This is an optimization exercise on Yosys and OpenROAD, whose aim is small area, a short achievable clock period and few clock cycles per item, not a production implementation. Function was checked by simulation only, so behaviour that the tests miss may differ from the original. No activity file was given, so power comes from the tool's default toggle rates.

// gsm7_septet
module gsm7_septet (
    input  wire        clk,
    input  wire        rst,           
    input  wire        cmd_valid,
    output wire        cmd_ready,
    input  wire [2:0]  cmd_op,
    input  wire [15:0] cmd_len,
    input  wire [7:0]  cmd_hdr_len,
    input  wire        in_valid,
    output wire        in_ready,
    input  wire [31:0] in_data,
    output wire        out_valid,
    input  wire        out_ready,
    output wire [7:0]  out_data,
    output wire        res_valid,
    input  wire        res_ready,
    output wire [7:0]  res_err,
    output wire [7:0]  res_count
);
    reg         busy;        
    reg         crdy;        
    reg         rv;          
    reg         irdy;        
    reg         fst;         
    reg         hbig;        
    reg         m_pack;      
    reg         m_hex;       
    reg         pre;         
    reg         more;        
    reg  [10:0] rem;         
    reg  [7:0]  cnt;         
    reg  [2:0]  hl;          
    reg         hexhi;       
    reg         skip;        
    reg  [4:0]  err;
    reg         sv;          
    reg  [7:0]  sq;          
    reg         sbad;        
    reg  [1:0]  sc;          
    reg         slo;         
    reg  [14:0] acc;         
    reg  [3:0]  k;           
    reg  [7:0]  od;          
    reg  [3:0]  lo;          
    reg         ov;          
    reg         olo;         
    function automatic [7:0] hexc(input [3:0] d);
        reg g;
        begin
            g = d[3] & (d[2] | d[1]);                    
            hexc = {1'b0, g, ~g, ~g, ~g & d[3],
                    g ? (d[2] & (d[1] | d[0])) : d[2],
                    g ? ~(d[1] ^ d[0]) : d[1],
                    d[0] ^ g};
        end
    endfunction
    wire len_big = (|cmd_len[15:11]) | (cmd_len[10] & (|cmd_len[9:0]));
    wire op_pack = (cmd_op == 3'd0);
    wire op_hdr  = (cmd_op == 3'd1);
    wire hl_big  = (|cmd_hdr_len[7:3]) | (&cmd_hdr_len[2:0]);
    wire f1      = (cmd_op[2] & cmd_op[1]) | len_big | (cmd_op == 3'd5);
  ...
Size: about 93 I/O pins, ~5400 sq um of cells after synthesis.
Settings: LEC_CHECK=0, ABC_AREA=1, CAP_MARGIN=20, CORE_MARGIN=2, CORE_UTILIZATION=70, CTS_BUF_LIST=sky130_fd_sc_hd__clkbuf_8, SETUP_SLACK_MARGIN=4.5, SLEW_MARGIN=20; clock period 7.0 ns.
standard.sh (not shown) runs the stock make flow with config.mk's settings and CLKGATE_MAP_FILE= SYNTH_SCRIPT=/design/flow/synth_recipe.tcl, a recipe that flattens the netlist after the stock synthesis.
==> flow/flow/run.sh <==
#!/bin/bash
# Standard layout, with plain buffers (not delay cells) on the ports.
set -euo pipefail
export BUFFER_PORTS_ARGS="-buffer_cell sky130_fd_sc_hd__buf_1"
bash standard.sh > standard.log 2>&1
The baseline completed with no timing, DRC or antenna violations.
Testbench counts at the start, summed over its fixed seeds: cycles 40,152, items 28,162.
==> next run, changes <==
Settings changed: CORE_UTILIZATION 70 to 60, TNS_END_PERCENT set to 30.
What happened: The new run finished clean. Hold slack gains 0.0043 ns. Clock power went up by a quarter to a third. Routed wire length went down slightly. Design area went up slightly.
==> next run, changes <==
Settings changed: ABC_AREA 1 to not set, SETUP_SLACK_MARGIN 4.5 to 4.3, TNS_END_PERCENT 30 to not set.
Outcome:
- first-iteration DRC count came out higher by 14%
- routed wire length drops by 6.5%
- non-clock buffer count goes down by 3
- sequential share of layout area came out higher by 0.82 points
==> next run, changes <==
Settings changed: ABC_AREA set to 1, SETUP_SLACK_MARGIN 4.3 to 4.7.
Result: Power is lower by 2.0%; first-iteration DRC count hardly moves; routed wire length climbs by 3.2%; final cell count goes up by 22%; worst setup slack improved by 0.28 ns; area after synthesis falls by 1.0%.
==> next run, changes <==
Settings changed: CTS_CLUSTER_SIZE set to 30, SETUP_SLACK_MARGIN 4.7 to 4.5.
The new run ran to the end with no violations.
Worst hold slack is about the same.
Via count goes down by about 2%.
Combinational power goes down by about 7%.


The RTL this note starts from:
==> flow/design.v <==
module gsm7_septet (
    input  wire        clk,
    input  wire        rst,           
    input  wire        cmd_valid,
    output wire        cmd_ready,
    input  wire [2:0]  cmd_op,
    input  wire [15:0] cmd_len,
    input  wire [7:0]  cmd_hdr_len,
    input  wire        in_valid,
    output wire        in_ready,
    input  wire [31:0] in_data,
    output wire        out_valid,
    input  wire        out_ready,
    output wire [7:0]  out_data,
    output wire        res_valid,
    input  wire        res_ready,
    output wire [7:0]  res_err,
    output wire [7:0]  res_count
);
    reg         busy;        
    reg         crdy;        
    reg         rv;          
    reg         irdy;        
    reg         fst;         
    reg         hbig;        
    reg         m_pack;      
    reg         m_hex;       
    reg         pre;         
    reg         more;        
    reg  [10:0] rem;         
    reg  [7:0]  cnt;         
    reg  [2:0]  hl;          
    reg         hexhi;       
    reg         skip;        
    reg  [4:0]  err;
    reg         sv;          
    reg  [7:0]  sq;          
    reg         sbad;        
    reg  [1:0]  sc;          
    reg         slo;         
    reg  [14:0] acc;         
    reg  [3:0]  k;           
    reg  [7:0]  od;          
    reg  [3:0]  lo;          
    reg         ov;          
    reg         olo;         
    function automatic [7:0] hexc(input [3:0] d);
        reg g;
        begin
            g = d[3] & (d[2] | d[1]);                    
            hexc = {1'b0, g, ~g, ~g, ~g & d[3],
                    g ? (d[2] & (d[1] | d[0])) : d[2],
                    g ? ~(d[1] ^ d[0]) : d[1],
                    d[0] ^ g};
        end
    endfunction
    wire len_big = (|cmd_len[15:11]) | (cmd_len[10] & (|cmd_len[9:0]));
    wire op_pack = (cmd_op == 3'd0);
    wire op_hdr  = (cmd_op == 3'd1);
    wire hl_big  = (|cmd_hdr_len[7:3]) | (&cmd_hdr_len[2:0]);
    wire f1      = (cmd_op[2] & cmd_op[1]) | len_big | (cmd_op == 3'd5);
    wire [4:0] e1 = (cmd_op[2] & cmd_op[1]) ? 5'h10 : len_big ? 5'h12 :
                    (cmd_op == 3'd5) ? 5'h03 : 5'h00;
    wire c_pre   = op_hdr & ~f1;
    wire c_more  = ~f1 & (|cmd_len[10:0]);
    wire r_248   = (|rem[10:8]) | ((&rem[7:3]) & (|rem[2:0]));
    wire p2      = fst & ~skip & (pre ? (hbig | r_248) : (m_pack & (|rem[10:8])));
    wire [4:0] e2 = (pre & hbig) ? 5'h17 : 5'h19;
    wire c_pack  = op_pack | op_hdr;
    wire [7:0] len7     = cmd_len[7:0] + 8'd7;
    wire [7:0] len_byte = op_hdr ? len7 : cmd_len[7:0];
    wire hl_nz   = |hl;
    wire auto_st = pre & ~hl_nz;                     
    wire pre_bit = pre & cnt[2] & cnt[1];            
    wire move    = sv & (~k[3] | slo);               
    wire sfree   = ~sv | move;
    wire done_in = ~pre & ~more & ~sv;
    wire flt   = |err;                               
    assign in_ready = irdy;
    wire fire  = in_valid & irdy;
    wire st1   = auto_st ? (skip | sfree) : fire;    
    wire sload = st1 & ~skip;                        
    wire commit = ~pre & ~m_pack & (~m_hex | hexhi);  
    wire hi24  = |in_data[31:8];
    wire c_dig = (in_data[7:4] == 4'h3) & (in_data[3:0] <= 4'h9);
    wire c_let = ~in_data[7] & in_data[6] & (in_data[4:3] == 2'b00) &
                 (in_data[2:0] != 3'd0) & (in_data[2:0] != 3'd7);
    wire [3:0] hv = {in_data[3] | in_data[6],
                     in_data[2] ^ (in_data[6] & in_data[1] & in_data[0]),
                     in_data[1] ^ (in_data[6] & in_data[0]),
                     in_data[0] ^ in_data[6]};
    wire [7:0] sx = auto_st ? 8'd0 :
                    (~pre & m_hex) ? (hexhi ? {4'd0, hv} : {hv, 4'd0}) : in_data[7:0];
    wire bad = (~pre & m_hex) ? ~(~hi24 & (c_dig | c_let)) :
               (hi24 | (~pre & m_pack & in_data[7]));
    wire [1:0] sw = pre ? {pre_bit, 1'b0} :
                    m_pack ? 2'd1 :
                    (m_hex & ~hexhi) ? 2'd3 : 2'd0;
    reg        s_fault;
    reg  [4:0] s_err;
    always @* begin
        s_fault = sbad; s_err = 5'h13;
        if (m_pack) begin
            if (sc == 2'd1) s_err = 5'h18;
        end else if (m_hex) begin
            s_err = 5'h15;
            if ((sc == 2'd3) & ~sbad & ~more) begin s_fault = 1'b1; s_err = 5'h16; end
        end
    end
    wire        k7  = &k[2:0];
    wire [14:0] ins = {7'd0, sq} << k[2:0];
    wire [14:0] tot = acc | (move ? ins : 15'd0);
    wire [3:0]  kw  = (sc == 2'd0) ? {1'b1, k[2:0]} :
                      (sc == 2'd1) ? ({1'b0, k[2:0]} + 4'd7) :
                      (sc == 2'd2) ? ({1'b0, k[2:0]} + 4'd1) : {1'b0, k[2:0]};
    wire [3:0]  kt  = move ? kw : k;
    wire hi_on  = ov & m_pack & ~olo;                
    wire ofree  = ~ov | (out_ready & ~hi_on);
    wire av_go  = (sc == 2'd0) | ((sc == 2'd1) & (|k[2:0])) | (((sc == 2'd2) | ~m_pack) & k7);
    wire av_no  = k[3] | (m_pack ? (done_in & (|k[2:0])) : k7);
    wire avail  = move ? av_go : av_no;
    wire load   = ofree & avail;
    wire left   = k[3] | (m_pack ? (|k[2:0]) : k7);      
    assign out_valid = ov;
    assign out_data  = od;
    assign res_valid = rv;
    assign res_err   = {3'd0, err};
    assign res_count = cnt;                           
    assign cmd_ready = crdy;
    wire take = ~busy & cmd_valid;
    wire pre_n  = pre & ~((pre_bit & st1) | (auto_st & skip)) & ~p2;
    wire more_n = ((fire & ~pre) ? (rem != 11'd1) : more) & ~p2;
    wire hlnz_n = (fire & pre) ? (hl != 3'd1) : hl_nz;
    wire cap_n  = sload & commit & (cnt == 8'd158);
    wire skip_n = skip | cap_n | (move & ~flt & s_fault) | p2;
    wire sv_n   = sload | (sv & ~move);
    wire slo_n  = sload ? (m_hex & hexhi) : slo;
    wire k3_n   = load ? (~m_pack & (&kt)) : kt[3];
    wire room_n = skip_n | ~sv_n | ~k3_n | slo_n;
    wire need_n = pre_n ? hlnz_n : more_n;
    always @(posedge clk) begin
        if (rst) begin
            busy <= 1'b0;
            crdy <= 1'b1;
            rv   <= 1'b0;
            ov   <= 1'b0;
            irdy <= 1'b0;
        end else if (take) begin
            busy <= 1'b1;
            crdy <= 1'b0;
            irdy <= op_hdr ? (|cmd_hdr_len[2:0]) : (|cmd_len[10:0]);
        end else if (busy) begin
            irdy <= need_n & room_n;
            if (ov & out_ready & ~hi_on)
                ov <= 1'b0;
            if (load)
                ov <= 1'b1;
            if (!rv && done_in && !left && ofree)
                rv <= 1'b1;
            if (rv && res_ready) begin
                rv   <= 1'b0;
                busy <= 1'b0;
                crdy <= 1'b1;
                irdy <= 1'b0;
            end
        end
    end
    always @(posedge clk) begin
        if (!busy) begin
            pre    <= c_pre;
            more   <= c_more;
            sv     <= 1'b0;
            fst    <= 1'b1;
            hbig   <= hl_big;
            m_pack <= c_pack;
            m_hex  <= (cmd_op == 3'd2);
            rem    <= cmd_len[10:0];
            cnt    <= 8'd0;
            hl     <= cmd_hdr_len[2:0];
            hexhi  <= 1'b0;
            skip   <= f1;
            err    <= e1;
            acc    <= {7'd0, len_byte & {8{c_pack}}};
            k      <= {c_pack, 3'd0};
        end else begin
            fst  <= 1'b0;
            if (p2) begin
                skip <= 1'b1;
                err  <= e2;
            end
            more <= more_n;
            pre  <= pre_n;
            if (sload)
                sv <= 1'b1;
            else if (move)
                sv <= 1'b0;
            if (fire & ~pre)
                rem <= rem - 11'd1;
            if (fire & pre) hl <= hl - 3'd1;
            if (m_hex & fire) hexhi <= ~hexhi;
            if (flt)
                cnt <= 8'd0;
            else if (pre ? (st1 & ~skip) : (sload & (m_pack | commit)))
                cnt <= cnt + ((~m_pack & (cnt[2:0] == 3'd6)) ? 8'd2 : 8'd1);
            if (cap_n)
                skip <= 1'b1;                           
            if (sfree) begin                            
                sq   <= sx;
                sbad <= ~auto_st & bad;
                sc  <= sw;
                slo <= m_hex & hexhi;
            end
            if (move & ~flt & s_fault) begin            
                skip <= 1'b1;
                err  <= s_err;
            end
            if (ov & out_ready & hi_on)
                olo <= 1'b1;
            if (load | (out_ready & hi_on))
                od  <= m_pack ? hexc(hi_on ? lo : tot[7:4]) : {1'b0, tot[6:0]};
            if (load) begin
                lo  <= tot[3:0];
                olo <= 1'b0;
                if (m_pack) begin
                    acc <= {8'd0, tot[14:8]};
                    k   <= kt[3] ? {1'b0, kt[2:0]} : 4'd0;
                end else begin
                    acc <= {7'd0, tot[14:7]};
                    k   <= kt - 4'd7;
                end
            end else begin
                acc <= tot;
                k   <= kt;
            end
        end
    end
endmodule
export LEC_CHECK = 0
export ABC_AREA = 1
export CAP_MARGIN = 20
export CORE_MARGIN = 2
export CORE_UTILIZATION = 60
export CTS_BUF_LIST = sky130_fd_sc_hd__clkbuf_8
export SETUP_SLACK_MARGIN = 4.5
export SLEW_MARGIN = 20
create_clock -name core_clock -period 7.0 [get_ports {clk}]
==> flow/flow/run.sh <==
#!/bin/bash
# The standard layout (standard.sh: standard synthesis, floorplan, place,
# CTS, route), with one change: the port buffers that global placement inserts
# are plain sky130_fd_sc_hd__buf_1 cells instead of the delay cells
# buffer_ports picks by default. Every port still gets its buffer.
# The full output of the run goes to standard.log; ORFS keeps each step's log
# under orfs/logs/.
set -euo pipefail
export BUFFER_PORTS_ARGS="-buffer_cell sky130_fd_sc_hd__buf_1"
bash standard.sh > standard.log 2>&1
Testbench counts at the start, summed over its fixed seeds: cycles 40,152, items 28,162.
==> next run, changes <==
==> flow/flow/run.sh (replaced) <==
#!/bin/bash
# Standard layout, with plain buffers (not delay cells) on the ports.
set -euo pipefail
export BUFFER_PORTS_ARGS="-buffer_cell sky130_fd_sc_hd__buf_1"
bash standard.sh > standard.log 2>&1
- ABC_AREA: 1 -> default
After rerunning: Routed wire length grows slightly. Utilization increases by 2.7 points. Combinational power grows by roughly a tenth. Clock power is lower by roughly a tenth. Power is about the same. Worst setup slack gets worse by 0.17 ns. Final area rose by a few percent. Via count goes down by a few percent.
==> next run, changes <==
- ABC_AREA: default -> 1
The changed run ran to the end with no violations.
Power hardly moves.
Global-route usage rose by 1.0 points.
Sequential power fell by about 1%.
Register-to-register slack improves by 0.02 ns.
Worst setup slack improves by 0.17 ns.
==> next run, changes <==
- ABC_AREA: 1 -> default
- CORE_UTILIZATION: 60 -> 50
- SETUP_SLACK_MARGIN: 4.5 -> 4.3
The new run completed with no timing, DRC or antenna violations.
Non-clock buffer count increases by 2.
Synthesized area climbs by about 1%.
Worst setup slack got worse by 0.25 ns.
Clock power fell by about 4%.
Register-to-register slack got worse by 0.19 ns.
Final area rose by about 1%.
Global-route usage fell by 3.8 points.
Critical path depth is lower by 3.

## what the ideal ports hide
The results above use ideal ports. As a check the final layouts listed here were re-extracted and re-timed, cells and wires unchanged. Step 1, drivers: a clkbuf_16 drives clk and a buf_2 each remaining input, both assumed. Step 2 also shifts input and output timing later by t, the mid clock arrival at the registers, as if the neighbouring blocks saw the same clock. Slacks: ideal ports / drivers / drivers and shift; pairs: ideal ports / drivers.
run | t (ns) | setup WS [ns] | clock arrival spread, ns | slew at the worst register clock pin (ns) | worst slew at a driven data input, ns
the first run of note 1 | 0.395 | 4.569 / 4.578 / 4.183 | 0.010 / 0.010 | 0.10 / 0.10 | 0.04
the second run of note 1 | 0.410 | 4.583 / 4.565 / 4.188 | 0.015 / 0.015 | 0.11 / 0.11 | 0.05
the third run of note 1 | 0.388 | 4.380 / 4.394 / 4.006 | 0.017 / 0.017 | 0.10 / 0.10 | 0.04
the fourth run of note 1 | 0.393 | 4.657 / 4.624 / 4.286 | 0.012 / 0.013 | 0.10 / 0.10 | 0.06
the fifth run of note 1 | 0.393 | 4.608 / 4.596 / 4.226 | 0.012 / 0.012 | 0.09 / 0.09 | 0.04
the first run of note 2 | 0.393 | 4.608 / 4.596 / 4.226 | 0.012 / 0.012 | 0.09 / 0.09 | 0.04
the second run of note 2 | 0.392 | 4.441 / 4.429 / 4.037 | 0.010 / 0.010 | 0.10 / 0.10 | 0.06
the third run of note 2 | 0.393 | 4.608 / 4.596 / 4.226 | 0.012 / 0.012 | 0.09 / 0.09 | 0.04
the fourth run of note 2 | 0.399 | 4.362 / 4.374 / 3.975 | 0.008 / 0.009 | 0.09 / 0.09 | 0.05
After both steps setup and hold are still met in every run listed. For the second run of note 2, which loses most, drivers alone change the setup slack by -0.012 ns; drivers and shift together by -0.404 ns.
